This design comes from an exercise in tuning for small area, a short achievable clock period and few clock cycles per item on the open sky130 flow, not from production work.
Where RTL was checked, it was by simulation tests only, not by an equivalence proof against the original.
No activity file was given, so power comes from the tool's default toggle rates.

## run a
==> flow/design.v (excerpt) <==
module pib_top (
    input  wire        clk,
    input  wire        rst,           
    input  wire        host_valid,
    input  wire        host_write,
    input  wire [1:0]  host_size,     
    input  wire [17:0] host_addr,     
    input  wire [31:0] host_wdata,
    output wire        host_ready,
    output wire [31:0] host_rdata,
    output wire        host_err
);
clock: 12.0 ns
lec_check: 0
cap_margin: 20
core_margin: 2
core_utilization: 45
place_density: 0.6
setup_slack_margin: 4.5
slew_margin: 20
run.sh (not shown) runs the stock make flow with config.mk's settings and CLKGATE_MAP_FILE= SYNTH_SCRIPT=/design/flow/synth_recipe.tcl, a recipe that flattens the netlist after the stock synthesis.
diff inputs: run a => run b
-- flow/design.v --
<<< run a, line 163
    wire [31:0] f_src  = {fm[12*8 +: 8], fm[13*8 +: 8], fm[14*8 +: 8], fm[15*8 +: 8]};
    wire [31:0] f_dst  = {fm[16*8 +: 8], fm[17*8 +: 8], fm[18*8 +: 8], fm[19*8 +: 8]};
    wire [3:0] idx = busy ? e_p[5:2] : f_ihl;
    reg [127:0] fch, rch;    
    always @(*) begin
>>> run b, line 163
    wire [31:0] f_src  = {fm[12*8 +: 8], fm[13*8 +: 8], fm[14*8 +: 8], fm[15*8 +: 8]};
    wire [31:0] f_dst  = {fm[16*8 +: 8], fm[17*8 +: 8], fm[18*8 +: 8], fm[19*8 +: 8]};
    wire [3:0] e_idx = busy ? e_p[5:2] : f_ihl;
    wire [3:0] idx   = host_addr[5:2] | ({4{host_write}} & e_idx);
    reg [127:0] fch, rch;    
    always @(*) begin
<<< run a, line 181
    endfunction
    wire [31:0] fword = cword(fch, idx[1:0]);
    reg [31:0] bword;
    integer hk;
    always @(*) begin
        bword = 32'd0;
        for (hk = 0; hk < 16; hk = hk + 1) begin
            if (host_addr[5:2] == hk && host_addr[16])
                bword = bword | {fm[(4*hk)*8 +: 8], fm[(4*hk+1)*8 +: 8],
                                 fm[(4*hk+2)*8 +: 8], fm[(4*hk+3)*8 +: 8]};
            if (host_addr[5:2] == hk && host_addr[17])
                bword = bword | {rm[(4*hk)*8 +: 8], rm[(4*hk+1)*8 +: 8],
                                 rm[(4*hk+2)*8 +: 8], rm[(4*hk+3)*8 +: 8]};
        end
    end
    function [31:0] steer(input [31:0] wd, input [1:0] sz, input [1:0] a);
        begin
>>> run b, line 182
    endfunction
    wire [31:0] fword = cword(fch, idx[1:0]);
    wire [31:0] rword = cword(rch, idx[1:0]);
    function [31:0] steer(input [31:0] wd, input [1:0] sz, input [1:0] a);
        begin
<<< run a, line 208
        end
    endfunction
    wire p_exam = r_hdr_valid && (r_p_protocol == 8'd1) && (r_p_plen >= 6'd8);
    wire p_echo = p_exam && (r_p_icmp_type == 8'd8);
>>> run b, line 197
        end
    endfunction
    wire [31:0] bword = region[0] ? fword : rword;
    wire p_exam = r_hdr_valid && (r_p_protocol == 8'd1) && (r_p_plen >= 6'd8);
    wire p_echo = p_exam && (r_p_icmp_type == 8'd8);
### Flow results
Sequential fraction of design power for run b: 0.5 points up relative to run a
Run a → run b: setup slack after layout went down; number of antenna diodes now sits lower.
Leakage power ended up about 4.7% lower on run b than on run a.
In run b relative to run a, area enclosed by the die boundary had gone down by a few percent.
Compared with run a, in run b arrival time at the worst endpoint +0.52 ns; number of unique standard cell types used by synthesis -3.7%; design area -5.6%; fmax -5.8%.
Run a reports its capturing instance or port of the critical path as u_rbuf.mem[3][3]$_DFFE_PP_ while run b reports u_rbuf.mem[3][4]$_DFFE_PP_.
Power: run b draws less than run a
No run of this note included a check of the RTL's function; only the layout flow was run.

--- another note on this design; it stands on its own ---

==> flow/design.v (excerpt) <==
module pib_top (
    input  wire        clk,
    input  wire        rst,           
    input  wire        host_valid,
    input  wire        host_write,
    input  wire [1:0]  host_size,     
    input  wire [17:0] host_addr,     
    input  wire [31:0] host_wdata,
    output wire        host_ready,
    output wire [31:0] host_rdata,
    output wire        host_err
);
For scale: about 10,000 cells after synthesis, about 2,100 flip-flops, about 90 I/O pins.
==> flow/config.mk <==
export PLATFORM = sky130hd
export DESIGN_NAME = pib_top
export DESIGN_NICKNAME = pib_top
export VERILOG_FILES = /design/flow/design.v
export SDC_FILE = /design/flow/constraint.sdc
export NUM_CORES = 8
export LEC_CHECK = 0
export CAP_MARGIN = 30
export CORE_MARGIN = 2
export CORE_UTILIZATION = 40
export CTS_BUF_LIST = sky130_fd_sc_hd__clkbuf_16
export CTS_CLUSTER_DIAMETER = 70
export CTS_CLUSTER_SIZE = 35
export PLACE_DENSITY = 0.6
export SETUP_SLACK_MARGIN = 5
export SLEW_MARGIN = 20
==> flow/constraint.sdc <==
create_clock -name core_clock -period 12.0 [get_ports {clk}]
set_input_delay 2.4000 -clock core_clock [delete_from_list [all_inputs] [get_ports {clk}]]
set_output_delay 2.4000 -clock core_clock [all_outputs]
set_load 0.01 [all_outputs]
run.sh (not shown) runs the stock make flow with config.mk's settings and CLKGATE_MAP_FILE= SYNTH_SCRIPT=/design/flow/synth_recipe.tcl, a recipe that flattens the netlist after the stock synthesis.
The starting point ran to the end with violations: max-capacitance violations, max-slew violations.
Testbench counts at the start, summed over its fixed seeds: cycles 38,968, items 1,200.
Rerun with:
CTS_BUF_LIST = not set   (was sky130_fd_sc_hd__clkbuf_16)
CTS_CLUSTER_DIAMETER = not set   (was 70)
CTS_CLUSTER_SIZE = not set   (was 35)
=> The changed run finished clean. Fmax came out lower slightly. Routed wire length came out higher slightly. Total power came out higher by roughly a tenth. Via count came out higher slightly. Area after synthesis stays the same. Design area came out higher slightly. Worst setup slack degrades by 0.045 ns. Count of clock-buffer cells in the layout came out higher by 127. Cell count came out higher slightly. Utilization came out higher by 0.76 points.
Rerun with:
CTS_BUF_LIST = sky130_fd_sc_hd__clkbuf_16   (was not set)
CTS_CLUSTER_DIAMETER = 60   (was not set)
CTS_CLUSTER_SIZE = 30   (was not set)
After rerunning:
- The changed run completed with no timing, DRC or antenna violations
- count of clock-buffer cells in the layout went down by 83
- worst setup slack gains 0.015 ns
- critical path depth went up by 1
- global-route usage hardly moves
- final cell count went down by 0.62%
- register-to-register slack loses 0.22 ns
- core utilization went down by 0.53 points
- first-iteration DRC count went up by 0.35%
- synthesized cell count stays the same
- flip-flop and latch count stays the same

* * *

pib_top again, from the RTL that the note above started with.
clock: 12.0 ns
lec_check: 0
cap_margin: 30
core_margin: 2
core_utilization: 45
cts_buf_list: sky130_fd_sc_hd__clkbuf_16
cts_cluster_diameter: 60
cts_cluster_size: 30
place_density: 0.65
setup_slack_margin: 5
slew_margin: 20
Testbench counts at the start, summed over its fixed seeds: cycles 38,968, items 1,200.
Edit:
Settings changed: CORE_UTILIZATION 45 to 40, PLACE_DENSITY 0.65 to 0.7.
- The changed run went through all stages and came out clean
- design area climbs slightly
- worst hold slack stays flat
- total power rises by a few percent
- first-iteration DRC count goes down by roughly a tenth
- sequential power stays flat
- utilization falls by 5.5 points
- synthesized area is unchanged
- clock-buffer cell count came out higher by 36
- global-route usage drops by 5.4 points
- worst setup slack improved by 0.22 ns
- flip-flop and latch count stays the same
Edit:
Settings changed: PLACE_DENSITY 0.7 to 0.6, TNS_END_PERCENT from default to 0.
Result: The changed run produced a clean layout; cell count drops by 1.1%; combinational power drops by 4.3%; register-to-register slack degrades by 0.75 ns; utilization drops by 1.3 points; sequential power hardly moves; design area drops by 2.6%; via count drops by 1.6%; clock-buffer cell count drops by 6; power drops by 0.95%; flip-flop and latch count stays the same.

-- separate check: timing with driven ports --
The flow's constraints put no driver on any port. The routed layouts listed below were extracted and timed again, unchanged, in two steps.
Step 1: set_driving_cell puts a clkbuf_16 on clk and a buf_2 on each other input, an assumption about the parent block.
Step 2 also shifts input and output timing later by t, the mid clock arrival at the registers, as if the neighbouring blocks saw the same clock.
a / b / c = ideal / step 1 / step 2; a / b = the first two.
| run | shift t [ns] | setup WS [ns] | worst setup path at the end |
|---|---|---|---|
| run a | 1.062 | 3.420 / 3.420 / 3.420 | register to register |
| run b | 1.022 | 2.893 / 2.887 / 1.865 | input to register |
| the first run of note 2 | 1.027 | 4.213 / 3.962 / 3.752 | input to register |
| the second run of note 2 | 1.068 | 4.167 / 3.908 / 3.651 | input to register |
| the third run of note 2 | 1.073 | 4.182 / 3.973 / 3.735 | input to register |
| the first run of note 3 | 1.013 | 3.962 / 3.908 / 3.699 | input to register |
| the second run of note 3 | 1.087 | 4.178 / 4.132 / 3.412 | input to register |
| the third run of note 3 | 1.030 | 3.964 / 3.964 / 3.215 | input to register |
The setup slack of run b, which loses most, moves by -0.006 ns with the drivers and by -1.028 ns with both steps.
